Source: an optimization exercise on an open RTL-to-GDS flow (aim: small area, a short achievable clock period and few clock cycles). Production flows keep margins and buffers that such runs may drop. No functional check of the RTL was part of any run shown here. No run shown here takes its clock network from TritonCTS; it comes from the design's own scripts or RTL. The clock port is modelled as an ideal driver, which makes a skipped or thinned clock tree look cheaper than it is; a real chip needs a root buffer or a tree. No activity file was given, so power comes from the tool's default toggle rates.

--- design/flow/standard.sh ---
#!/bin/bash
# synth_recipe.tcl (not shown) runs the flow's synth.tcl, then flattens the netlist and writes it again
# the make line also repeats each setting of config.mk as NAME=value (left out here)
make -C /OpenROAD-flow-scripts/flow DESIGN_CONFIG=/design/flow/config.mk WORK_HOME=/design/flow/orfs CLKGATE_MAP_FILE= SYNTH_SCRIPT=/design/flow/synth_recipe.tcl "${@:-finish}"
--- design/flow/flow/manual_tree.tcl ---
proc mt_build {nleaf use_root leaf_cell root_cell} {
  set db [ord::get_db]
  set block [ord::get_db_block]
  set clk [$block findNet clk]
  set sinks {}
  foreach it [$clk getITerms] {
    if {[$it isInputSignal] || [[$it getMTerm] getSigType] eq "CLOCK"} { lappend sinks $it }
  }
  set n [llength $sinks]
  set xs {}; set ys {}
  foreach it $sinks {
    set bb [[$it getInst] getBBox]
    lappend xs [expr {([$bb xMin] + [$bb xMax]) / 2}]
    lappend ys [expr {([$bb yMin] + [$bb yMax]) / 2}]
  }
  # k-means, seeded along a sort by angle around the centroid
  set cx 0; set cy 0
  foreach x $xs y $ys { set cx [expr {$cx + $x}]; set cy [expr {$cy + $y}] }
  set cx [expr {$cx / double($n)}]; set cy [expr {$cy / double($n)}]
  set idx {}
  for {set i 0} {$i < $n} {incr i} {
    lappend idx [list $i [expr {atan2([lindex $ys $i] - $cy, [lindex $xs $i] - $cx)}]]
  }
  set idx [lsort -real -index 1 $idx]
  set kx {}; set ky {}
  for {set c 0} {$c < $nleaf} {incr c} {
    set sx 0; set sy 0; set m 0
    for {set p [expr {$c * $n / $nleaf}]} {$p < ($c + 1) * $n / $nleaf} {incr p} {
      set i [lindex $idx $p 0]
      set sx [expr {$sx + [lindex $xs $i]}]; set sy [expr {$sy + [lindex $ys $i]}]; incr m
    }
    lappend kx [expr {$sx / double($m)}]; lappend ky [expr {$sy / double($m)}]
  }
  set cap [expr {int(ceil(double($n) / $nleaf * 1.15))}]
  for {set iter 0} {$iter < 30} {incr iter} {
    # balanced assignment: nearest centre with room
    set pairs {}
    for {set i 0} {$i < $n} {incr i} {
      for {set c 0} {$c < $nleaf} {incr c} {
        set d [expr {abs([lindex $xs $i] - [lindex $kx $c]) + abs([lindex $ys $i] - [lindex $ky $c])}]
        lappend pairs [list $i $c $d]
      }
    }
    set pairs [lsort -real -index 2 $pairs]
    set asg [lrepeat $n -1]; set cnt [lrepeat $nleaf 0]
    foreach pr $pairs {
      lassign $pr i c d
      if {[lindex $asg $i] >= 0 || [lindex $cnt $c] >= $cap} continue
      lset asg $i $c; lset cnt $c [expr {[lindex $cnt $c] + 1}]
    }
    set nx [lrepeat $nleaf 0.0]; set ny [lrepeat $nleaf 0.0]
    for {set i 0} {$i < $n} {incr i} {
      set c [lindex $asg $i]
      lset nx $c [expr {[lindex $nx $c] + [lindex $xs $i]}]
      lset ny $c [expr {[lindex $ny $c] + [lindex $ys $i]}]
    }
    for {set c 0} {$c < $nleaf} {incr c} {
      if {[lindex $cnt $c] > 0} {
        lset kx $c [expr {[lindex $nx $c] / [lindex $cnt $c]}]
        lset ky $c [expr {[lindex $ny $c] / [lindex $cnt $c]}]
      }
    }
  }
  set lm [$db findMaster $leaf_cell]
  set rm [$db findMaster $root_cell]
  # group the leaves for the roots: sort leaves by angle around the centroid
  set lidx {}
  for {set c 0} {$c < $nleaf} {incr c} {
    lappend lidx [list $c [expr {atan2([lindex $ky $c] - $cy, [lindex $kx $c] - $cx)}]]
  }
  set lidx [lsort -real -index 1 $lidx]
  set lroot [lrepeat $nleaf 0]
  if {$use_root > 0} {
    for {set p 0} {$p < $nleaf} {incr p} {
      lset lroot [lindex $lidx $p 0] [expr {$p * $use_root / $nleaf}]
    }
    set tops {}
    for {set r 0} {$r < $use_root} {incr r} {
      set sx 0; set sy 0; set m 0
      for {set c 0} {$c < $nleaf} {incr c} {
        if {[lindex $lroot $c] == $r} {
          set sx [expr {$sx + [lindex $kx $c]}]; set sy [expr {$sy + [lindex $ky $c]}]; incr m
        }
      }
      set root [odb::dbInst_create $block $rm "mt_root_$r"]
      $root setLocation [expr {int($sx / $m)}] [expr {int($sy / $m)}]
      $root setPlacementStatus PLACED
      set top [odb::dbNet_create $block "mt_clk_root_$r"]
      $top setSigType CLOCK
      [$root findITerm A] connect $clk
      [$root findITerm X] connect $top
      lappend tops $top
    }
  }
  for {set c 0} {$c < $nleaf} {incr c} {
    set b [odb::dbInst_create $block $lm "mt_leaf_$c"]
    $b setLocation [expr {int([lindex $kx $c])}] [expr {int([lindex $ky $c])}]
    $b setPlacementStatus PLACED
    set net [odb::dbNet_create $block "mt_clk_$c"]
    $net setSigType CLOCK
    if {$use_root > 0} {
      [$b findITerm A] connect [lindex $tops [lindex $lroot $c]]
    } else {
      [$b findITerm A] connect $clk
    }
    [$b findITerm X] connect $net
    for {set i 0} {$i < $n} {incr i} {
      if {[lindex $asg $i] == $c} {
        set it [lindex $sinks $i]
        $it disconnect
        $it connect $net
      }
    }
  }
  puts "manual tree: $n sinks, $nleaf leaves ([join $cnt { }]), roots $use_root"
}
--- design/flow/design.v ---
module fc_nor2 (input wire a, input wire b, output wire y);
    assign y = ~(a | b);
endmodule
module fc_nand2 (input wire a, input wire b, output wire y);
    assign y = ~(a & b);
endmodule
module fc_inv (input wire a, output wire y);
    assign y = ~a;
endmodule
module fc_mux2i (input wire a, input wire b, input wire s, output wire y);
    assign y = ~(s ? b : a);
endmodule
module fc_pass (input wire a, input wire b, input wire c, input wire d, output wire y);
    assign y = (~a & ~b & c) | d;
endmodule
module fc_fail (input wire a, input wire b, input wire c, input wire d, output wire y);
    assign y = ((a | b) & c) | d;
endmodule
module frame_request_check (
    input  wire        op,
    input  wire        aw,
    input  wire [15:0] raw_hi,
    input  wire [7:0]  sid_raw,
    input  wire [7:0]  nid_raw,
    input  wire [7:0]  plen,
    output wire        oor,       
    output wire        ptl_any    
);
    wire [7:0] r1;
    wire [3:0] r2;
    wire [1:0] r3;
    wire       raw_any;
    genvar g;
    generate
        for (g = 0; g < 8; g = g + 1) begin : l1
            fc_nor2 u (.a(raw_hi[2*g]), .b(raw_hi[2*g+1]), .y(r1[g]));
        end
        for (g = 0; g < 4; g = g + 1) begin : l2
            fc_nand2 u (.a(r1[2*g]), .b(r1[2*g+1]), .y(r2[g]));
        end
        for (g = 0; g < 2; g = g + 1) begin : l3
            fc_nor2 u (.a(r2[2*g]), .b(r2[2*g+1]), .y(r3[g]));
        end
    endgenerate
    fc_nand2 u_r4 (.a(r3[0]), .b(r3[1]), .y(raw_any));
    wire aw_n, raw_ok;
    fc_inv   u_awn (.a(aw), .y(aw_n));
    fc_nand2 u_rok (.a(aw_n), .b(raw_any), .y(raw_ok));
    wire s1a, s1b, s2, sn_none;
    fc_nor2  u_s1a (.a(sid_raw[7]), .b(sid_raw[6]), .y(s1a));
    fc_nor2  u_s1b (.a(sid_raw[5]), .b(nid_raw[7]), .y(s1b));
    fc_nand2 u_s2  (.a(s1a), .b(s1b), .y(s2));
    fc_nor2  u_s3  (.a(s2), .b(nid_raw[6]), .y(sn_none));
    fc_mux2i u_oor (.a(raw_ok), .b(sn_none), .s(op), .y(oor));
    wire p1a, p1b;
    fc_nor2  u_p1a (.a(plen[7]), .b(plen[6]), .y(p1a));
    fc_nor2  u_p1b (.a(plen[5]), .b(plen[4]), .y(p1b));
    fc_nand2 u_p2  (.a(p1a), .b(p1b), .y(ptl_any));
endmodule
module frame_byte_mux (
    input  wire         s_cfg,
    input  wire         s_a0r, s_a0p, s_a1r, s_a1p, s_a2r, s_a3r,
    input  wire [14:0]  s_pay,
    input  wire         s_end,
    input  wire         aw,
    input  wire         ft,
    input  wire [3:0]   plen,
    input  wire [31:0]  raw_id,
    input  wire [4:0]   sid,
    input  wire [5:0]   nid,
    input  wire [119:0] pay,
    output reg  [7:0]   y
);
    integer i;
    always @(*) begin
        y = ({8{s_cfg}} & {2'b11, aw, ft, plen})
          | ({8{s_a0r}} & raw_id[7:0])   | ({8{s_a0p}} & {sid[1:0], nid})
          | ({8{s_a1r}} & raw_id[15:8])  | ({8{s_a1p}} & {5'd0, sid[4:2]})
          | ({8{s_a2r}} & raw_id[23:16]) | ({8{s_a3r}} & raw_id[31:24])
          | ({8{s_end}} & 8'h55);
        for (i = 0; i < 15; i = i + 1)
            y = y | ({8{s_pay[i]}} & pay[8*i +: 8]);
    end
endmodule
module frame_serializer (
    input  wire         clk,
    input  wire         rst,
    input  wire         req_valid,
    output reg          req_ready,
    input  wire         op,           
    input  wire         ft,
    input  wire         aw,
    input  wire [31:0]  raw_id,
    input  wire [7:0]   sid_raw,
    input  wire [7:0]   nid_raw,
    input  wire [7:0]   plen,
    input  wire [119:0] pay,
    output reg          tx_valid,
    output reg  [7:0]   tx_data,
    output reg          tx_last,
    input  wire         tx_ready,
    output reg          resp_valid,
    output wire [2:0]   status,
    output reg  [4:0]   wire_len
);
    wire oor, ptl_any;
    frame_request_check u_chk (
        .op(op), .aw(aw), .raw_hi(raw_id[31:16]), .sid_raw(sid_raw), .nid_raw(nid_raw),
        .plen(plen), .oor(oor), .ptl_any(ptl_any)
    );
    wire ok = !oor && !ptl_any;
    reg [1:0] st;
    assign status = {1'b0, st};
    reg       n_cfg, n_addr, n_pay, n_end;
    reg [3:0] ilo, ihi;     
    reg       r_op, r_aw;
    reg [3:0] r_len;
    wire take     = tx_valid && tx_ready;
    wire [3:0] lst    = r_len - 4'd1;
    wire addr_lst = r_aw ? ilo[3] : ilo[1];
    wire pay_lst  = ilo[lst[1:0]] && ihi[lst[3:2]];
    wire no_pay   = (r_len == 4'd0);
    wire step     = (n_addr && !addr_lst) || (n_pay && !pay_lst);
    wire [3:0]  s_addr = {4{n_addr}} & ilo;
    reg  [14:0] s_pay;
    integer i;
    always @(*)
        for (i = 0; i < 15; i = i + 1)
            s_pay[i] = n_pay && ilo[i % 4] && ihi[i / 4];
    wire [7:0] nxt;
    frame_byte_mux u_mux (
        .s_cfg(n_cfg),
        .s_a0r(s_addr[0] && !r_op), .s_a0p(s_addr[0] && r_op),
        .s_a1r(s_addr[1] && !r_op), .s_a1p(s_addr[1] && r_op),
        .s_a2r(s_addr[2] && !r_op), .s_a3r(s_addr[3] && !r_op),
        .s_pay(s_pay), .s_end(n_end),
        .aw(aw), .ft(ft), .plen(plen[3:0]), .raw_id(raw_id),
        .sid(sid_raw[4:0]), .nid(nid_raw[5:0]), .pay(pay), .y(nxt)
    );
    wire acc  = req_ready && req_valid && !rst;
    wire done = take && tx_last && !rst;
    wire tx_valid_d, resp_valid_d, req_ready_d;
    fc_pass u_v (.a(oor), .b(ptl_any), .c(acc), .d(!rst && tx_valid && !(tx_ready && tx_last)), .y(tx_valid_d));
    fc_fail u_r (.a(oor), .b(ptl_any), .c(acc), .d(done), .y(resp_valid_d));
    fc_fail u_q (.a(oor), .b(ptl_any), .c(acc), .d(rst || (req_ready && !req_valid) || done), .y(req_ready_d));
    wire [4:0] len_sum = 5'd5 + {3'd0, aw, 1'b0} + {1'b0, plen[3:0]};
    always @(posedge clk) begin
        st       <= {!oor && ptl_any, oor};
        wire_len <= {5{ok}} & len_sum;
        r_op     <= op;
        r_aw     <= aw;
        r_len    <= plen[3:0];
        if (req_ready) begin
            tx_data <= 8'hAA;
            n_cfg   <= 1'b1;
            n_addr  <= 1'b0;
            n_pay   <= 1'b0;
            n_end   <= 1'b0;
            ilo     <= 4'b0001;
            ihi     <= 4'b0001;
        end else if (take) begin
            tx_data <= nxt;
            n_cfg   <= 1'b0;
            n_addr  <= n_cfg || (n_addr && !addr_lst);
            n_pay   <= (n_addr && addr_lst && !no_pay) || (n_pay && !pay_lst);
            n_end   <= (n_addr && addr_lst && no_pay) || (n_pay && pay_lst) || n_end;
            ilo     <= step ? {ilo[2:0], ilo[3]} : 4'b0001;
            ihi     <= !step ? 4'b0001 : (ilo[3] ? {ihi[2:0], ihi[3]} : ihi);
        end
        req_ready  <= req_ready_d;
        tx_valid   <= tx_valid_d;
        resp_valid <= resp_valid_d;
        tx_last    <= !rst && tx_valid && !(tx_ready && tx_last) && (tx_ready ? n_end : tx_last);
    end
endmodule
module frame_deserializer (
    input  wire         clk,
    input  wire         rst,
    input  wire         req_valid,
    output reg          req_ready,
    input  wire         rx_valid,
    input  wire [7:0]   rx_data,
    input  wire         rx_timeout,
    output reg          rx_ready,
    output reg          resp_valid,
    output wire [2:0]   status,
    output wire         ft,
    output wire         aw,
    output wire [25:0]  sid,
    output wire [5:0]   nid,
    output wire [3:0]   plen,
    output wire [119:0] pay
);
    reg         st_start, st_cfg, st_addr, st_pay, st_end;
    reg [5:0]   rx_cfg;
    reg [31:0]  rx_acc;
    reg [1:0]   k;
    reg [3:0]   j;
    reg [119:0] rx_buf;
    reg         st_desync, st_trunc;
    assign status = {st_trunc, st_desync, st_desync};
    assign ft     = rx_cfg[4];
    assign aw     = rx_cfg[5];
    assign plen   = rx_cfg[3:0];
    assign sid    = rx_acc[31:6];
    assign nid    = rx_acc[5:0];
    assign pay    = rx_buf;
    wire is_aa = (rx_data == 8'hAA);
    wire is_55 = (rx_data == 8'h55);
    wire ev    = rx_valid || rx_timeout;
    wire acc   = req_ready && req_valid;
    wire fin = rx_ready && ((st_start && (rx_timeout || (rx_valid && !is_aa)))
                         || ((st_cfg || st_addr || st_pay) && rx_timeout)
                         || (st_end && ev));
    wire addr_lst = (k == {rx_cfg[5], 1'b1});
    wire pay_lst  = (j == rx_cfg[3:0] - 4'd1);
    wire no_pay   = (rx_cfg[3:0] == 4'd0);
    integer i;
    always @(posedge clk) begin
        if (st_cfg)
            rx_cfg <= rx_data[5:0];
        if (st_start)
            rx_acc[31:16] <= 16'd0;
        for (i = 0; i < 4; i = i + 1)
            if (st_addr && k == i)
                rx_acc[8*i +: 8] <= rx_data;
        for (i = 0; i < 15; i = i + 1)
            if (st_pay && j == i)
                rx_buf[8*i +: 8] <= rx_data;
        st_desync <= st_start;
        st_trunc  <= !st_start && !(st_end && rx_valid && is_55);
        st_start <= acc || (st_start && !ev);
        st_cfg   <= !acc && ((st_start && rx_valid) || (st_cfg && !rx_valid));
        st_addr  <= !acc && (st_cfg && rx_valid || (st_addr && !(rx_valid && addr_lst)));
        st_pay   <= !acc && ((st_addr && rx_valid && addr_lst && !no_pay)
                          || (st_pay && !(rx_valid && pay_lst)));
        st_end   <= !acc && ((st_addr && rx_valid && addr_lst && no_pay)
                          || (st_pay && rx_valid && pay_lst) || st_end);
        k        <= st_addr ? k + {1'b0, rx_valid} : 2'd0;
        j        <= st_pay ? j + {3'd0, rx_valid} : 4'd0;
        req_ready  <= rst || (req_ready && !req_valid) || fin;
        rx_ready   <= !rst && (acc || (rx_ready && !fin));
        resp_valid <= !rst && fin;
    end
endmodule
module frame_codec (
    input  wire         clk,
    input  wire         rst,
    input  wire         tx_req_valid,
    output wire         tx_req_ready,
    input  wire         tx_op,
    input  wire         tx_ft,
    input  wire         tx_aw,
    input  wire [31:0]  tx_raw_id,
    input  wire [7:0]   tx_sid,
    input  wire [7:0]   tx_nid,
    input  wire [7:0]   tx_plen,
    input  wire [119:0] tx_pay,
    output wire         tx_valid,
    output wire [7:0]   tx_data,
    output wire         tx_last,
    input  wire         tx_ready,
    output wire         tx_resp_valid,
    output wire [2:0]   tx_status,
    output wire [4:0]   tx_wire_len,
    input  wire         rx_req_valid,
    output wire         rx_req_ready,
    input  wire         rx_valid,
    input  wire [7:0]   rx_data,
    input  wire         rx_timeout,
    output wire         rx_ready,
    output wire         rx_resp_valid,
    output wire [2:0]   rx_status,
    output wire         rx_ft,
    output wire         rx_aw,
    output wire [25:0]  rx_sid,
    output wire [5:0]   rx_nid,
    output wire [3:0]   rx_plen,
    output wire [119:0] rx_pay
);
    frame_serializer u_tx (
        .clk(clk), .rst(rst),
        .req_valid(tx_req_valid), .req_ready(tx_req_ready),
        .op(tx_op), .ft(tx_ft), .aw(tx_aw), .raw_id(tx_raw_id),
        .sid_raw(tx_sid), .nid_raw(tx_nid), .plen(tx_plen), .pay(tx_pay),
        .tx_valid(tx_valid), .tx_data(tx_data), .tx_last(tx_last), .tx_ready(tx_ready),
        .resp_valid(tx_resp_valid), .status(tx_status), .wire_len(tx_wire_len)
    );
    frame_deserializer u_rx (
        .clk(clk), .rst(rst),
        .req_valid(rx_req_valid), .req_ready(rx_req_ready),
        .rx_valid(rx_valid), .rx_data(rx_data), .rx_timeout(rx_timeout), .rx_ready(rx_ready),
        .resp_valid(rx_resp_valid), .status(rx_status),
        .ft(rx_ft), .aw(rx_aw), .sid(rx_sid), .nid(rx_nid), .plen(rx_plen), .pay(rx_pay)
    );
endmodule
--- design/flow/flow/run.sh ---
#!/bin/bash
# Standard layout, except that:
#  - the port buffers are the smallest buffer cell (buf_1);
#  - the clock tree is built by flow/manual_tree.tcl in place of TritonCTS:
#    the clock port drives 4 root buffers, each next to its share of the
#    leaf buffers, and each leaf buffer drives one balanced k-means cluster
#    of flip-flops. Everything after the tree (legalisation, timing repair,
#    routing, finishing) is the standard cts.tcl and later steps.
set -euo pipefail
here=$(pwd)
export BUFFER_PORTS_ARGS="-buffer_cell sky130_fd_sc_hd__buf_1"
bash standard.sh synth > log_synth.log 2>&1
rm -rf scripts_mt
cp -r "$FLOW_HOME/scripts" scripts_mt
python3 - "$here/scripts_mt/cts.tcl" > log_patch.log 2>&1 <<'PY'
import sys
p = sys.argv[1]
s = open(p).read()
old = "log_cmd clock_tree_synthesis {*}$cts_args"
assert s.count(old) == 1
s = s.replace(old, "source $::env(MT_TREE_TCL)\nmt_build $::env(MT_NLEAF) $::env(MT_NROOT) $::env(MT_LEAF_CELL) $::env(MT_ROOT_CELL)")
open(p, "w").write(s)
print("patched", p)
PY
export MT_TREE_TCL="$here/flow/manual_tree.tcl"
export MT_NLEAF=10
export MT_NROOT=4
export MT_LEAF_CELL=sky130_fd_sc_hd__clkbuf_16
export MT_ROOT_CELL=sky130_fd_sc_hd__clkbuf_16
bash standard.sh SCRIPTS_DIR="$here/scripts_mt" finish > log_flow.log 2>&1
--- design/flow/constraint.sdc ---
create_clock -name core_clock -period 6.0 [get_ports {clk}]
set_input_delay 1.2000 -clock core_clock [delete_from_list [all_inputs] [get_ports {clk}]]
set_output_delay 1.2000 -clock core_clock [all_outputs]
set_load 0.01 [all_outputs]
--- design/flow/config.mk ---
export PLATFORM = sky130hd
export DESIGN_NAME = frame_codec
export DESIGN_NICKNAME = frame_codec
export VERILOG_FILES = /design/flow/design.v
export SDC_FILE = /design/flow/constraint.sdc
export NUM_CORES = 4
export LEC_CHECK = 0
export CAP_MARGIN = 20
export CORE_MARGIN = 2
export CORE_UTILIZATION = 60
export SETUP_SLACK_MARGIN = 3.85
export SLEW_MARGIN = 20
export SYNTH_HIERARCHICAL = 1
==> flow_summary_export.csv, run 1 <==
group,metric,value,unit
worst_setup_path,r2r_start,"u_rx.st_pay$_DFF_P_",
timing,hold_viol,0,
synth,avgSynthCellArea,13.6,µm²
clock_tree,clk_latency,0.30,ns
place,hpwl,22.5,mm
synth,synth_top_family_by_area,"simple AND/OR/NAND/NOR gates",
job,cap_violations,0,
worst_setup_path,start_kind,"flop",
power,ir_drop,140,µV
worst_setup_path,critPathKind,"flop to output pin",
floorplanning,coreArea,13900,µm²
worst_setup_path,path_buf_inv,1,
synth,synthSimpleGateAreaFrac,12.5,%
synth,synth-main-ff-cell,"edfxtp_1",
route,drt-total-wl,31.8,mm
synth,ys_seq_area_share,67.9,%
timing,holdWs,0.468,ns
floorplanning,die_w,123,µm
route,first_iter_violations,786,
place,place_inst,1149,
route,via_count,7578,
layout,area_growth,28.5,%
global_route,grt_max_degree,26,
synth,yosys.area.top_type_share,55.5,%
timing,min_period_over_period,36.1,%
worst_setup_path,cp_top_family,"flip-flops",
synth,async_flop_share,0,%
worst_setup_path,r2r_end,"u_rx.rx_buf[4]$_DFFE_PP_",
min_path,worstHoldStart,"u_rx.st_start$_DFF_P_",
global_route,track_usage,40.0,%
worst_setup_path,cp.arrival,0.97,ns
power,switchingPower,0.000555,W
worst_setup_path,cp_max_fo,1,
synth,synth_fa_ha_area_share,1.11,%
place,portBuffers,376,
min_path,hold_path_class,"flop to flop",
timing,rsz0062_at_grt,"yes",
worst_setup_path,required,4.80,ns
global_route,grt_overflow,0,
worst_setup_path,crit_slowest_cell,"edfxtp_1",
route,drc,0,
floorplanning,fp-row-count,43,
min_path,hold_depth,0,
worst_setup_path,ff2ff_path_depth,3,
timing,tightest_slew,0.968,ns
timing,setup_violations,0,
route,first_pass_iters,6,
synth,synth_edf_count,158,
global_route,grt_pass1_wl,44.1,mm
clock_tree,cts_hold_buf,0,
worst_setup_path,worstPathCellList,"clkbuf_2",
timing,slew_headroom,35.1,%
floorplanning,initial_core_util,61.6,%
synth,synth_top_cells_by_area,"edfxtp_1, dfxtp_1, a22oi_1",
status,status,"no timing/DRC/antenna violations",
layout,fin_nets,1204,
route,ant_nets,0,
global_route,grt_pass1_vias,7295,
power,combPwrFrac,8.4,%
clock_tree,clk_pin_slew,0.09,ns
power,seqPwrFrac,60.6,%
timing,fmaxAchievable,462,MHz
timing,period_needed,2.17,ns
timing,finalClockSkew,0.0280,ns
power,powerDensity,242,nW/µm²
synth,synth_area_leader_cell,"edfxtp_1",
synth,muxShareOfSynthArea,1.14,%
floorplanning,ioPinCount,378,
power,p_int,0.00210,W
power,leakage,3.76,nW
synth,synth_common_cells,"edfxtp_1, dfxtp_1, a22oi_1, nor2_1, nand2_1",
timing,setup_tns,0,ns
power,pwr-share-clk,30.9,%
layout,fill_cells,835,
synth,synth_cells,630,
floorplanning,die_h,123,µm
worst_setup_path,cp-end-kind,"output pin",
synth,syn_area,8550,µm²
layout,final_cells,1186,
synth,synth_compound_area_share,12.0,%
synth,synth_xor_area_share,1.58,%
place,gp_congestion,1.05,
synth,ys_types,60,
floorplanning,die-area,15200,µm²
synth,yosysWarningCount,9,
min_path,holdPathEnd,"u_rx.st_desync$_DFF_P_",
layout,drive_above_1_share,13.4,%
power,power_switching_share,20.9,%
global_route,antenna_found_initial,3,
route,vias_per_cell,6.39,
synth,synth_most_common_cell,"edfxtp_1",
worst_setup_path,r2r_setup_slack,3.87,ns
worst_setup_path,cpPeakStageDelay,0.50,ns
synth,synth_seq_cells,211,
synth,syn_nets,831,
route,routedWlPerCell,26.8,µm
timing,drv_slew,0,
## layout by cell type, fill, tap and decap left out, drive strengths merged, types with 4 or more instances in the layout
cell / count
buf: 392
edfxtp: 158
dfxtp: 53
a22oi: 46
nor2: 46
nand2: 40
and2: 27
and3: 18
inv: 18
a22o: 17
clkbuf: 17
nand4: 16
a21oi: 16
a221oi: 14
nand3: 13
nor3: 13
o21ai: 8
xor2: 7
nand3b: 6
a222oi: 6
mux2i: 6
ha: 6
diode: 5
xnor2: 5
nand2b: 4
and4: 4
## metal layers
| layer | global-route usage [%] | routed length (µm) | vias to the layer above |
|---|---|---|---|
| li1 | - | - | 3140 |
| met1 | 46.2 | 10100 | 3633 |
| met2 | 69.3 | 15800 | 643 |
| met3 | 8.72 | 3740 | 160 |
| met4 | 21.7 | 2090 | 2 |
| met5 | 0 | 13 | - |
## state kept, by name, summed over array words and instances (netlist names), 2 cells and up
name,flops
u_rx.rx_buf,120
u_tx.ihi,4
u_tx.st,2
u_rx.rx_cfg,6
u_rx.j,4
u_tx.tx_data,8
u_rx.k,2
u_tx.wire_len,5
u_rx.rx_acc,32
u_tx.ilo,4
u_tx.r_len,4
## worst max-delay path by stage
stage	cells after the start	to	slack, ns	from
after floorplan	5	u_tx.ihi[0]$_SDFFE_PP1P_	3.85	tx_ready
after global placement	6	u_tx.ihi[0]$_SDFFE_PP1P_	3.31	tx_ready
after detailed placement	5	u_rx.rx_ready$_DFF_P_	3.17	rx_data[1]
after CTS	7	u_tx.tx_data[1]$_SDFFE_PP1P_	3.60	tx_raw_id[17]
after global routing	1	rx_pay[10]	3.81	u_rx.rx_buf[10]$_DFFE_PP_
final	1	rx_pay[29]	3.83	u_rx.rx_buf[29]$_DFFE_PP_
## cell type report
class | instances | area, µm² | area share, %
antenna | 5 | 12.5 | 0.114
multi-input combinational | 361 | 2690 | 24.5
sequential | 211 | 5810 | 52.9
tap | 180 | 225 | 2.05
buffer | 14 | 350 | 3.19
inverter | 18 | 70.1 | 0.638
timing repair buffer | 397 | 1820 | 16.6
## logic make-up (layout without fill, tap and decap cells)
group,Yosys count,after routing
buffers and inverters,58,429
AOI/OAI and AO/OA,128,128
adders and majority gates,7,7
DFF,211,211
and+or+nand+nor,204,204
xor gates and xnor gates,13,13
muxes,8,8
other,1,6
## modules after synthesis (local to each module, per instance), a selection
module / area (µm²) / times used / flops+latches
fc_pass: 11.3 / 1 / 0
fc_fail: 11.3 / 2 / 0
frame_serializer: 1620 / 1 / 37
fc_nand2: 3.75 / 8 / 0
fc_inv: 3.75 / 1 / 0
fc_nor2: 3.75 / 15 / 0
fc_mux2i: 10.0 / 1 / 0
frame_byte_mux: 1010 / 1 / 0
frame_deserializer: 5780 / 1 / 174
## worst register-to-register path: stages (launching register included)
cell	delay, ns
dfxtp_1	0.53
inv_1	0.18
or3_1	0.48
nor3_2	0.58
## stage by stage
stage	area (µm²)	power, W	util (%)	worst slack, ns
global placement	9970	0.00181	71.8	3.31
detailed placement	9970	0.00182	71.8	3.17
floorplan	8550	0.00171	-	3.85
CTS	10900	0.00253	78.5	3.60
finish	11000	0.00266	79.1	3.83
global route	11000	0.00272	79.1	3.81
## power by group through the flow
stage / clock (W) / combinational, W / sequential (W)
5_1_grt: 0.000875 / 0.000235 / 0.00161
2_1_floorplan: 0 / 0.0000573 / 0.00165
3_3_place_gp: 0 / 0.000168 / 0.00165
4_1_cts: 0.000667 / 0.000212 / 0.00165
3_5_place_dp: 0 / 0.000173 / 0.00165
6_report: 0.000823 / 0.000224 / 0.00161
## timing repair
action	CTS	global route
gates cloned	2	0
endpoints found under the setup margin	153	34
resized for setup	141	9
pin swaps	54	0
buffers inserted	10	5
==> inputs of run 2 (changes only) <==
--- a/design/flow/flow/run.sh
+++ b/design/flow/flow/run.sh
@@ -25,3 +25,3 @@
 export MT_TREE_TCL="$here/flow/manual_tree.tcl"
-export MT_NLEAF=10
+export MT_NLEAF=12
 export MT_NROOT=4
--- a/design/flow/flow/manual_tree.tcl
+++ b/design/flow/flow/manual_tree.tcl
@@ -90,3 +90,3 @@
       [$root findITerm A] connect $clk
-      [$root findITerm X] connect $top
+      [mt_out $root] connect $top
       lappend tops $top
@@ -105,3 +105,3 @@
     }
-    [$b findITerm X] connect $net
+    [mt_out $b] connect $net
     for {set i 0} {$i < $n} {incr i} {
@@ -116 +116,8 @@
 }
+
+# the output pin of a buffer (X) or inverter (Y)
+proc mt_out {inst} {
+  set it [$inst findITerm X]
+  if {$it eq "NULL" || $it eq ""} { set it [$inst findITerm Y] }
+  return $it
+}
--- a/design/flow/config.mk
+++ b/design/flow/config.mk
@@ -7,3 +7,3 @@
 export LEC_CHECK = 0
-export CAP_MARGIN = 20
+export CAP_MARGIN = 10
 export CORE_MARGIN = 2
@@ -11,3 +11,3 @@
 export SETUP_SLACK_MARGIN = 3.85
-export SLEW_MARGIN = 20
+export SLEW_MARGIN = 10
 export SYNTH_HIERARCHICAL = 1
==> run 2 against run 1 <==
  * Maximum frequency is 0.60% lower
  * Clock power is 11% higher
  * Core utilization is 0.31 points lower
  * Critical path type unchanged
  * Sequential power hardly changed
  * Global-route usage is 0.76 points higher
  * Combinational power is 3% lower
  * Synthesized area stayed put
  * Die area stayed put
  * Still clean
  * Clock skew is 0.0051 ns higher
==> flow_summary_export.csv, run 2 <==
group,metric,value,unit
min_path,hold_path_class,"flop to flop",
synth,synth_top_cells_by_area,"edfxtp_1, dfxtp_1, a22oi_1",
synth,synth_area_leader_cell,"edfxtp_1",
floorplanning,coreArea,13900,µm²
synth,async_flop_share,0,%
worst_setup_path,ff2ff_path_depth,3,
worst_setup_path,cpPeakStageDelay,0.50,ns
synth,avgSynthCellArea,13.6,µm²
synth,synth_common_cells,"edfxtp_1, dfxtp_1, a22oi_1, nor2_1, nand2_1",
synth,synth_seq_cells,211,
worst_setup_path,cp_top_family,"flip-flops",
route,via_count,7619,
global_route,track_usage,40.8,%
timing,tightest_slew,1.18,ns
layout,largest_reg_flops,120,
place,hpwl,22.5,mm
synth,syn_area,8550,µm²
synth,synth_cells,630,
layout,postLayoutCoreUtil,78.8,%
floorplanning,die_w,123,µm
global_route,antenna_found_initial,6,
synth,synth_most_common_cell,"edfxtp_1",
timing,setup_tns,0,ns
floorplanning,fp-row-count,43,
status,status,"no timing/DRC/antenna violations",
layout,layout.cells.most_common,"buf_1",
power,powerDensity,251,nW/µm²
timing,finalClockSkew,0.0331,ns
layout,reg_top3,"u_rx.rx_buf: 120 flops, u_rx.rx_acc: 32 flops, u_tx.tx_data: 8 flops",
timing,setup_violations,0,
job,cap_violations,0,
floorplanning,die_h,123,µm
clock_tree,cts_hold_buf,0,
synth,synth_edf_count,158,
synth,yosysWarningCount,9,
synth,ys_seq_area_share,67.9,%
floorplanning,initial_core_util,61.6,%
global_route,grt_max_degree,24,
synth,ys_types,60,
timing,period_needed,2.18,ns
min_path,hold_depth,0,
worst_setup_path,cp-end-kind,"output pin",
power,leakage,3.76,nW
layout,fin_nets,1205,
route,drc,0,
place,gp_congestion,1.05,
layout,top_register,"u_rx.rx_buf",
timing,hold_viol,0,
worst_setup_path,cp.arrival,0.98,ns
timing,min_period_over_period,36.3,%
worst_setup_path,cp_num_cells,1,
synth,syn_nets,831,
worst_setup_path,critPathKind,"flop to output pin",
layout,drive_above_1_share,12.7,%
clock_tree,clk_latency,0.30,ns
route,vias_per_cell,6.43,
global_route,grt_overflow,0,
place,portBuffers,376,
synth,synth-main-ff-cell,"edfxtp_1",
worst_setup_path,required,4.80,ns
clock_tree,clk_pin_slew,0.08,ns
power,ir_drop,158,µV
route,first_pass_iters,5,
floorplanning,die-area,15200,µm²
route,first_iter_violations,874,
timing,drv_slew,0,
layout,final_cell_mix,"buf_1, edfxtp_1, dfxtp_1",
floorplanning,ioPinCount,378,
global_route,grt_pass1_wl,44.6,mm
worst_setup_path,cp_max_fo,1,
synth,yosys.area.top_type_share,55.5,%
worst_setup_path,crit_slowest_cell,"edfxtp_1",
timing,slew_headroom,20.9,%
global_route,grt_pass1_vias,7387,
route,ant_nets,0,
timing,rsz0062_at_grt,"yes",
route,drt-total-wl,32.2,mm
worst_setup_path,start_kind,"flop",
worst_setup_path,worstPathCellList,"clkbuf_2",
layout,area_growth,28.0,%
route,routedWlPerCell,27.2,µm
worst_setup_path,path_buf_inv,1,
timing,fmaxAchievable,459,MHz
-- run 2: logic make-up after synthesis --
| family | synth area share, % |
|---|---|
| buffers and inverters | 3.62 |
| other | 0.0439 |
| flip-flops | 67.9 |
| adder cells (fa/ha/maj) | 1.11 |
| XOR/XNOR | 1.58 |
| AO/OA/AOI/OAI | 12.0 |
| multiplexers | 1.14 |
| AND/OR/NAND/NOR | 12.5 |
-- run 2: final timing paths --
check                                 start                         to  slack, ns
setup reg to reg        u_rx.st_pay$_DFF_P_  u_rx.rx_buf[18]$_DFFE_PP_       3.88
setup / recovery  u_rx.rx_buf[10]$_DFFE_PP_                 rx_pay[10]       3.82
hold reg to reg       u_rx.st_start$_DFF_P_     u_rx.st_desync$_DFF_P_       0.46
hold / removal        u_rx.st_start$_DFF_P_     u_rx.st_desync$_DFF_P_       0.46
-- run 2: Yosys stat by module (local to each module, per instance), a selection --
module              cells inside  flops+latches
fc_fail                        2              0
fc_pass                        2              0
fc_mux2i                       1              0
frame_deserializer           289            174
fc_inv                         1              0
frame_byte_mux               129              0
fc_nor2                        1              0
frame_serializer             181             37
-- run 2: cell type report --
cell class,instances,area [µm²]
timing repair buffer,396,1800
multi-input combinational,361,2630
antenna,3,7.51
buffer,16,400
fill,827,2940
sequential,211,5810
inverter,18,70.1
tap,180,225
-- run 2: stage by stage --
| stage | setup slack, ns | power [W] | hold WS [ns] | cells | area, µm² |
|---|---|---|---|---|---|
| floorplan | 3.85 | 0.00171 | 0.390 | 630 | 8550 |
| global placement | 3.31 | 0.00181 | 0.443 | 1149 | 9970 |
| detailed placement | 3.17 | 0.00182 | 0.460 | 1149 | 9970 |
| CTS | 3.60 | 0.00259 | 0.460 | 1177 | 10900 |
| global route | 3.81 | 0.00281 | 0.478 | 1184 | 10900 |
| finish | 3.82 | 0.00275 | 0.459 | 1185 | 10900 |
-- run 2: metal layers --
metal  share of wire (%)  GRT usage, %  wire length (µm)  up-vias
met5                0.11             0                36        -
met4                 5.8          21.4              1880        6
met3                  12          10.1              3800      156
met2                  51          71.3             16400      690
met1                  32          46.0             10200     3630
li1                    -             -                 -     3137
-- run 2: what timing repair did --
| action | CTS | global route |
|---|---|---|
| endpoints found under the hold margin | 0 | 0 |
| pin swaps | 52 | 0 |
| cloned | 2 | 0 |
| setup endpoints to repair | 153 | 26 |
| resized for setup | 133 | 7 |
| buffers inserted | 10 | 4 |
-- run 2: power by group --
| group | total, W | switching [W] | internal (W) | leakage (nW) |
|---|---|---|---|---|
| sequential | 0.00162 | 0.0000217 | 0.00159 | 1.87 |
| clock | 0.000916 | 0.000440 | 0.000476 | 0.197 |
| combinational | 0.000218 | 0.000127 | 0.0000902 | 1.69 |
| total | 0.00275 | 0.000589 | 0.00216 | 3.76 |
==> inputs of run 3 (changes only) <==
--- a/design/flow/design.v
+++ b/design/flow/design.v
@@ -118,2 +118,3 @@
     wire take     = tx_valid && tx_ready;
+    reg  idle;
     wire [3:0] lst    = r_len - 4'd1;
@@ -139,3 +140,3 @@
     );
-    wire acc  = req_ready && req_valid && !rst;
+    wire acc  = idle && req_valid && !rst;
     wire done = take && tx_last && !rst;
@@ -144,3 +145,3 @@
     fc_fail u_r (.a(oor), .b(ptl_any), .c(acc), .d(done), .y(resp_valid_d));
-    fc_fail u_q (.a(oor), .b(ptl_any), .c(acc), .d(rst || (req_ready && !req_valid) || done), .y(req_ready_d));
+    fc_fail u_q (.a(oor), .b(ptl_any), .c(acc), .d(rst || (idle && !req_valid) || done), .y(req_ready_d));
     wire [4:0] len_sum = 5'd5 + {3'd0, aw, 1'b0} + {1'b0, plen[3:0]};
@@ -152,3 +153,3 @@
         r_len    <= plen[3:0];
-        if (req_ready) begin
+        if (idle) begin
             tx_data <= 8'hAA;
@@ -170,2 +171,3 @@
         req_ready  <= req_ready_d;
+        idle       <= !tx_valid_d;
         tx_valid   <= tx_valid_d;
@@ -195,2 +197,4 @@
     reg [5:0]   rx_cfg;
+    reg         c_aw;         
+    reg [3:0]   c_len;        
     reg [31:0]  rx_acc;
@@ -214,5 +218,5 @@
                          || (st_end && ev));
-    wire addr_lst = (k == {rx_cfg[5], 1'b1});
-    wire pay_lst  = (j == rx_cfg[3:0] - 4'd1);
-    wire no_pay   = (rx_cfg[3:0] == 4'd0);
+    wire addr_lst = (k == {c_aw, 1'b1});
+    wire pay_lst  = (j == c_len - 4'd1);
+    wire no_pay   = (c_len == 4'd0);
     integer i;
@@ -221,2 +225,6 @@
             rx_cfg <= rx_data[5:0];
+        if (st_cfg && rx_valid) begin
+            c_aw  <= rx_data[5];
+            c_len <= rx_data[3:0];
+        end
         if (st_start)
==> run 3 against run 2 <==
  * Global-route usage is 2.1 points lower
  * Register-to-register slack better by 0.10 ns
  * Wire length is 3.3% lower
  * Critical path depth stayed put
  * Final cell count is 2.3% higher
  * Clock skew is 0.013 ns lower
  * Synthesized area is 2.1% higher
  * Die area is 2.0% higher
  * Sequential share of layout area is 0.61 points lower
  * Synthesized cell count is 1.3% higher
  * Core utilization is 0.41 points higher
  * Hold slack hardly changed
  * Critical path type unchanged
  * Critical endpoint is now tx_valid
  * Largest power group unchanged
==> flow_summary_export.csv, run 3 <==
group,metric,value,unit
layout,drive_above_1_share,13.4,%
global_route,grt_overflow,0,
timing,fin_ws,3.89,ns
power,combPwrFrac,8.2,%
synth,synth_most_common_cell,"edfxtp_1",
worst_setup_path,critPathKind,"flop to output pin",
timing,finalClockSkew,0.0200,ns
timing,tightest_slew,1.19,ns
job,cap_violations,0,
worst_setup_path,cpPeakStageDelay,0.43,ns
global_route,met1_usage,46.0,%
synth,ys_seq_area_share,68.5,%
route,routedWlPerCell,25.7,µm
global_route,met2_usage,68.9,%
floorplanning,initial_core_util,60.7,%
floorplanning,die_w,125,µm
worst_setup_path,worstPathCellList,"buf_1",
clock_tree,cts_hold_buf,0,
power,switchingPower,0.000584,W
place,hpwl,21.6,mm
synth,synth_area_leader_cell,"edfxtp_1",
clock_tree,clk_pin_slew,0.08,ns
global_route,met3_usage,6.44,%
route,first_iter_violations,797,
synth,synth_cells,638,
timing,holdWs,0.459,ns
route,vias_per_cell,6.25,
place,dp_slack,3.22,ns
synth,synth-main-ff-cell,"edfxtp_1",
worst_setup_path,crit_slowest_cell,"dfxtp_1",
route,drc,0,
worst_setup_path,required,4.80,ns
timing,drv_slew,0,
min_path,holdPathEnd,"u_tx.tx_data[6]$_SDFFE_PP0P_",
floorplanning,ioPinCount,378,
timing,setup_violations,0,
power,p_int,0.00222,W
power,pwr-share-clk,32.7,%
floorplanning,fp-row-count,44,
synth,synth_edf_count,163,
worst_setup_path,cp_max_fo,4,
route,first_pass_iters,5,
synth,yosysWarningCount,9,
floorplanning,die-area,15500,µm²
synth,syn_area,8720,µm²
timing,fmaxAchievable,475,MHz
worst_setup_path,r2r_end,"u_tx.tx_data[4]$_SDFFE_PP0P_",
global_route,track_usage,38.7,%
place,gp_congestion,1.02,
global_route,grt_busiest_layer,"met2",
worst_setup_path,path_buf_inv,1,
synth,syn_nets,839,
global_route,grt_pass1_wl,45.7,mm
min_path,worstHoldStart,"u_tx.tx_data[6]$_SDFFE_PP0P_",
status,status,"no timing/DRC/antenna violations",
min_path,hold_depth,2,
route,drt-total-wl,31.2,mm
synth,avgSynthCellArea,13.7,µm²
min_path,hold_path_class,"flop to flop",
worst_setup_path,ff2ff_path_depth,7,
synth,synth_top_cells_by_area,"edfxtp_1, dfxtp_1, a22oi_1",
layout,reg_top3,"u_rx.rx_buf: 120 flops, u_rx.rx_acc: 32 flops, u_tx.tx_data: 8 flops",
route,via_count,7575,
layout,top_register,"u_rx.rx_buf",
global_route,grt_pass1_vias,7476,
layout,area_growth,30.5,%
route,ant_nets,0,
worst_setup_path,cp.arrival,0.91,ns
layout,final_cell_mix,"buf_1, edfxtp_1, dfxtp_1",
clock_tree,clk_latency,0.29,ns
synth,synth_seq_cells,217,
power,leakage,3.92,nW
power,powerDensity,246,nW/µm²
worst_setup_path,start_kind,"flop",
timing,min_period_over_period,35.1,%
timing,slew_headroom,20.6,%
timing,period_needed,2.11,ns
worst_setup_path,cp_top_family,"flip-flops",
global_route,grt_max_degree,24,
power,seqPwrFrac,59.2,%
synth,async_flop_share,0,%
power,power_switching_share,20.9,%
synth,yosys.area.top_type_share,56.1,%
floorplanning,coreArea,14400,µm²
worst_setup_path,r2r_start,"u_tx.ilo[1]$_SDFFE_PP0P_",
place,portBuffers,376,
layout,largest_reg_flops,120,
worst_setup_path,cp-end-kind,"output pin",
timing,hold_viol,0,
synth,ys_types,60,
layout,layout.cells.most_common,"buf_1",
synth,synth_common_cells,"edfxtp_1, dfxtp_1, a22oi_1, nor2_1, nand2_1",
timing,setup_tns,0,ns
global_route,antenna_found_initial,5,
floorplanning,die_h,125,µm
worst_setup_path,r2r_setup_slack,3.98,ns
timing,rsz0062_at_grt,"no",
power,ir_drop,183,µV
layout,fin_nets,1226,
-- run 3: cell types whose count changed in the layout (fill, tap and decap cells not counted), moves of 3 or more --
cell      change
buf_1         +6
buf_4         -3
buf_6         +9
clkbuf_2      -4
edfxtp_1      +5
-- run 3: repair_timing --
item / in CTS / in global routing
resized for setup: 134 / 4
cloned: 5 / 0
pin swaps: 56 / 2
endpoints found under the setup margin: 72 / 17
setup buffers: 20 / 0
-- run 3: worst register-to-register path, stage by stage (launching register included) --
cell	delay (ns)
dfxtp_1	0.59
and3_1	0.59
a22o_1	0.22
a221oi_2	0.05
and4_1	0.24
nand4_1	0.07
nand2_1	0.05
a21oi_1	0.12
-- run 3: final cells by class --
class	instances	area [µm²]
multi-input cells	361	2680
flip-flops and latches	217	5980
fillers	855	2990
repair buffers	409	2010
well taps	184	230
plain buffers	16	400
diodes	5	12.5
inverters	20	75.1
-- run 3: kinds of logic (layout without fill, tap and decap cells) --
family                   Yosys count  count (layout)  synth area share [%]
AND/OR/NAND/NOR                  204             204                  12.3
buffers and inverters             60             445                  3.63
XOR/XNOR                          13              13                  1.55
AO/OA/AOI/OAI                    128             128                  11.8
multiplexers                       8               8                  1.12
other                              1               6                0.0430
adder cells (fa/ha/maj)            7               7                  1.09
flip-flops                       217             217                  68.5
-- run 3: routing by layer --
layer  routed length [µm]  vias up
li1                     -     3199
met1                10500     3618
met2                15700      635
met3                 3180      119
met4                 1830        4
met5                   27        -
-- run 3: per-stage QoR --
stage | instances | total power [W] | instance area (µm²) | util [%]
global placement | 1165 | 0.00186 | 10200 | 70.9
global route | 1209 | 0.00287 | 11400 | 79.2
finish | 1212 | 0.00280 | 11400 | 79.2
floorplan | 638 | 0.00175 | 8730 | -
detailed placement | 1165 | 0.00186 | 10200 | 70.9
CTS | 1206 | 0.00266 | 11400 | 79.0
-- run 3: worst max-delay path by stage --
stage,start,endpoint,cells past startpoint
finish,u_tx.tx_valid$_DFF_P_,tx_valid,1
CTS,tx_sid[3],u_tx.tx_data[1]$_SDFFE_PP1P_,7
detailed placement,tx_ready,u_tx.ihi[0]$_SDFFE_PP1P_,6
global placement,tx_ready,u_tx.ihi[0]$_SDFFE_PP1P_,6
global route,u_tx.tx_valid$_DFF_P_,tx_valid,1
floorplan,tx_ready,u_tx.ihi[0]$_SDFFE_PP1P_,5
-- run 3: power groups by stage --
stage	registers, W	clock network, W	logic, W
final	0.00166	0.000915	0.000229
after global routing	0.00166	0.000975	0.000240
after CTS	0.00169	0.000740	0.000224
after detailed placement	0.00169	0	0.000172
after global placement	0.00169	0	0.000167
after floorplan	0.00170	0	0.0000516
-- run 3: per-module statistics from Yosys, one instance, submodules excluded, a selection --
module / area [µm²] / cells inside / flip-flops and latches
fc_fail: 11.3 / 2 / 0
fc_inv: 3.75 / 1 / 0
fc_mux2i: 10.0 / 1 / 0
fc_nand2: 3.75 / 1 / 0
fc_nor2: 3.75 / 1 / 0
fc_pass: 11.3 / 2 / 0
frame_byte_mux: 1010 / 129 / 0
frame_deserializer: 5940 / 295 / 179
frame_serializer: 1650 / 183 / 38
==> inputs of run 4 (changes only) <==
--- a/design/flow/flow/manual_tree.tcl
+++ b/design/flow/flow/manual_tree.tcl
@@ -90,3 +90,3 @@
       [$root findITerm A] connect $clk
-      [mt_out $root] connect $top
+      [$root findITerm X] connect $top
       lappend tops $top
@@ -105,3 +105,3 @@
     }
-    [mt_out $b] connect $net
+    [$b findITerm X] connect $net
     for {set i 0} {$i < $n} {incr i} {
@@ -116,8 +116 @@
 }
-
-# the output pin of a buffer (X) or inverter (Y)
-proc mt_out {inst} {
-  set it [$inst findITerm X]
-  if {$it eq "NULL" || $it eq ""} { set it [$inst findITerm Y] }
-  return $it
-}
--- a/design/flow/config.mk
+++ b/design/flow/config.mk
@@ -7,3 +7,3 @@
 export LEC_CHECK = 0
-export CAP_MARGIN = 10
+export CAP_MARGIN = 20
 export CORE_MARGIN = 2
@@ -11,3 +11,3 @@
 export SETUP_SLACK_MARGIN = 3.85
-export SLEW_MARGIN = 10
+export SLEW_MARGIN = 20
 export SYNTH_HIERARCHICAL = 1
==> run 4 against run 3 <==
  * Final area up 0.11%
  * Synthesized cell count is the same
  * Core utilization is 0.087 points higher
  * Maximum frequency up 0.15%
==> flow_summary_export.csv, run 4 <==
group,metric,value,unit
worst_setup_path,r2r_end,"u_rx.rx_buf[7]$_DFFE_PP_",
global_route,grt_overflow,0,
floorplanning,die-area,15500,µm²
global_route,track_usage,38.7,%
clock_tree,clk_latency,0.29,ns
synth,synth-main-ff-cell,"edfxtp_1",
synth,synth_cells,638,
place,hpwl,21.6,mm
floorplanning,initial_core_util,60.7,%
worst_setup_path,r2r_start,"u_rx.st_pay$_DFF_P_",
timing,period_needed,2.10,ns
min_path,holdPathEnd,"u_tx.tx_data[6]$_SDFFE_PP0P_",
timing,hold_viol,0,
clock_tree,cts_hold_buf,0,
floorplanning,coreArea,14400,µm²
worst_setup_path,critPathKind,"flop to output pin",
timing,drv_slew,0,
layout,layout.cells.most_common,"buf_1",
timing,fmaxAchievable,476,MHz
power,pwr-share-clk,32.7,%
worst_setup_path,worstPathCellList,"buf_1",
worst_setup_path,critPathLaunch,"u_tx.tx_valid$_DFF_P_",
worst_setup_path,cp-end-kind,"output pin",
route,drt-total-wl,31.2,mm
worst_setup_path,cp_max_fo,4,
worst_setup_path,cp.arrival,0.90,ns
synth,syn_area,8720,µm²
timing,tightest_slew,0.842,ns
global_route,grt_pass1_wl,45.7,mm
layout,final_cell_mix,"buf_1, edfxtp_1, dfxtp_1",
synth,synth_area_leader_cell,"edfxtp_1",
synth,ys_types,60,
synth,ys_seq_area_share,68.5,%
place,gp_congestion,1.02,
floorplanning,ioPinCount,378,
floorplanning,die_h,125,µm
worst_setup_path,start_kind,"flop",
global_route,grt_max_degree,24,
floorplanning,fp-row-count,44,
clock_tree,clk_pin_slew,0.08,ns
route,first_pass_iters,6,
layout,drive_above_1_share,13.7,%
worst_setup_path,ff2ff_path_depth,3,
power,ir_drop,183,µV
power,power_switching_share,20.9,%
route,drc,0,
synth,yosys.area.top_type_share,56.1,%
power,seqPwrFrac,59.1,%
route,ant_nets,0,
global_route,antenna_found_initial,5,
timing,setup_tns,0,ns
layout,reg_top3,"u_rx.rx_buf: 120 flops, u_rx.rx_acc: 32 flops, u_tx.tx_data: 8 flops",
worst_setup_path,required,4.80,ns
min_path,hold_path_class,"flop to flop",
synth,synth_common_cells,"edfxtp_1, dfxtp_1, a22oi_1, nor2_1, nand2_1",
route,routedWlPerCell,25.8,µm
layout,largest_reg_flops,120,
worst_setup_path,crit_slowest_cell,"dfxtp_1",
layout,top_register,"u_rx.rx_buf",
synth,synth_top_cells_by_area,"edfxtp_1, dfxtp_1, a22oi_1",
min_path,hold_depth,2,
synth,synth_most_common_cell,"edfxtp_1",
route,via_count,7568,
layout,fin_nets,1225,
power,powerDensity,246,nW/µm²
worst_setup_path,cp_top_family,"flip-flops",
global_route,grt_pass1_vias,7476,
power,p_int,0.00222,W
power,leakage,3.93,nW
worst_setup_path,path_buf_inv,1,
place,portBuffers,376,
synth,avgSynthCellArea,13.7,µm²
synth,async_flop_share,0,%
synth,synth_seq_cells,217,
floorplanning,die_w,125,µm
layout,area_growth,30.6,%
route,vias_per_cell,6.25,
timing,finalClockSkew,0.0195,ns
worst_setup_path,cpPeakStageDelay,0.43,ns
synth,yosysWarningCount,9,
job,cap_violations,0,
status,status,"no timing/DRC/antenna violations",
timing,setup_violations,0,
worst_setup_path,r2r_setup_slack,3.99,ns
timing,slew_headroom,43.6,%
power,switchingPower,0.000587,W
synth,syn_nets,839,
timing,holdWs,0.459,ns
timing,rsz0062_at_grt,"no",
synth,synth_edf_count,163,
power,combPwrFrac,8.1,%
route,first_iter_violations,795,
timing,min_period_over_period,35.0,%
min_path,worstHoldStart,"u_tx.tx_data[6]$_SDFFE_PP0P_",
## run 4: cell counts after synthesis
Identical to the previous run, type by type.
## run 4: Yosys stat by module, one instance, submodules excluded, a selection
| module | flip-flops and latches | times used | cells inside | cell area, µm² |
|---|---|---|---|---|
| fc_inv | 0 | 1 | 1 | 3.75 |
| fc_nor2 | 0 | 15 | 1 | 3.75 |
| frame_byte_mux | 0 | 1 | 129 | 1010 |
| fc_pass | 0 | 1 | 2 | 11.3 |
| fc_nand2 | 0 | 8 | 1 | 3.75 |
| fc_mux2i | 0 | 1 | 1 | 10.0 |
## run 4: layout make-up
cell class	instances	area (µm²)
buffer	16	400
timing repair buffer	408	2000
inverter	20	75.1
sequential	217	5980
multi-input combinational	361	2700
tap	184	230
antenna	5	12.5
fill	850	2970
## run 4: cells by family (layout without fill, tap and decap cells)
group / count (synthesis) / after routing / share of synthesized area, %
DFF: 217 / 217 / 68.5
and+or+nand+nor: 204 / 204 / 12.3
AOI/OAI and AO/OA: 128 / 128 / 11.8
buffers and inverters: 60 / 444 / 3.63
xor gates and xnor gates: 13 / 13 / 1.55
muxes: 8 / 8 / 1.12
adders and majority gates: 7 / 7 / 1.09
other: 1 / 6 / 0.0430
## run 4: what timing repair did
| item | 4_1_cts | 5_1_grt |
|---|---|---|
| buffers inserted | 20 | 0 |
| endpoints found under the setup margin | 72 | 11 |
| resized for setup | 134 | 4 |
| pin swaps | 56 | 2 |
| gates cloned | 5 | 0 |
## run 4: worst max path at each step
stage                                              end  slack (ns)  cells after the start
final                                         tx_valid        3.90                      1
after global placement        u_tx.ihi[0]$_SDFFE_PP1P_        3.33                      6
after global routing                          tx_valid        3.86                      1
after CTS                 u_tx.tx_data[1]$_SDFFE_PP1P_        3.63                      7
after detailed placement      u_tx.ihi[0]$_SDFFE_PP1P_        3.22                      6
after floorplan               u_tx.ihi[0]$_SDFFE_PP1P_        3.85                      5
## run 4: through the flow
stage | power (W) | worst slack [ns] | util, % | instance area, µm² | instances
2_1_floorplan | 0.00175 | 3.85 | - | 8730 | 638
3_3_place_gp | 0.00186 | 3.33 | 70.9 | 10200 | 1165
3_5_place_dp | 0.00186 | 3.22 | 70.9 | 10200 | 1165
4_1_cts | 0.00266 | 3.63 | 79.0 | 11400 | 1206
5_1_grt | 0.00288 | 3.86 | 79.2 | 11400 | 1208
6_report | 0.00280 | 3.90 | 79.3 | 11400 | 1211
## run 4: power by group through the flow
stage               registers (W)   logic, W  clock network [W]
floorplan                 0.00170  0.0000516                  0
global placement          0.00169   0.000167                  0
detailed placement        0.00169   0.000172                  0
CTS                       0.00169   0.000224           0.000740
global route              0.00166   0.000240           0.000975
finish                    0.00166   0.000228           0.000918
## run 4: metal layers
layer	global-route usage, %	share of wire, %	vias to the layer above	wire (µm)
met5	0	0.077	-	24
met4	17.6	5.5	4	1730
met3	6.44	9.7	117	3030
met2	68.9	51	601	15800
met1	46.0	34	3649	10600
li1	-	-	3197	-

what the ideal ports hide:
Ports are ideal in the flow. The routed layouts listed here were re-timed in OpenROAD. Step 1 (the two cells are an assumption about what drives the block):
set clk [get_ports {clk}]
set_driving_cell -lib_cell sky130_fd_sc_hd__clkbuf_16 $clk
set_driving_cell -lib_cell sky130_fd_sc_hd__buf_2 [delete_from_list [all_inputs] $clk]
Step 2 times the ports against the registers' clock, not the clock port: input delays grow and output delays shrink by t, the midpoint of the rising clock arrivals with the driver on. Three values: ideal, step 1, step 2; two values: the first two.
| run | t (ns) | setup WS [ns] | pins driven straight from the clock port |
|---|---|---|---|
| run 1 | 0.377 | 3.834 / 3.738 / 3.592 | 4 |
| run 2 | 0.381 | 3.821 / 3.727 / 3.533 | 4 |
| run 3 | 0.378 | 3.894 / 3.800 / 3.575 | 4 |
| run 4 | 0.377 | 3.897 / 3.804 / 3.565 | 4 |
After both steps setup and hold are still met in every run listed. For run 4, which loses most, drivers alone change the setup slack by -0.093 ns; drivers and shift together by -0.332 ns.
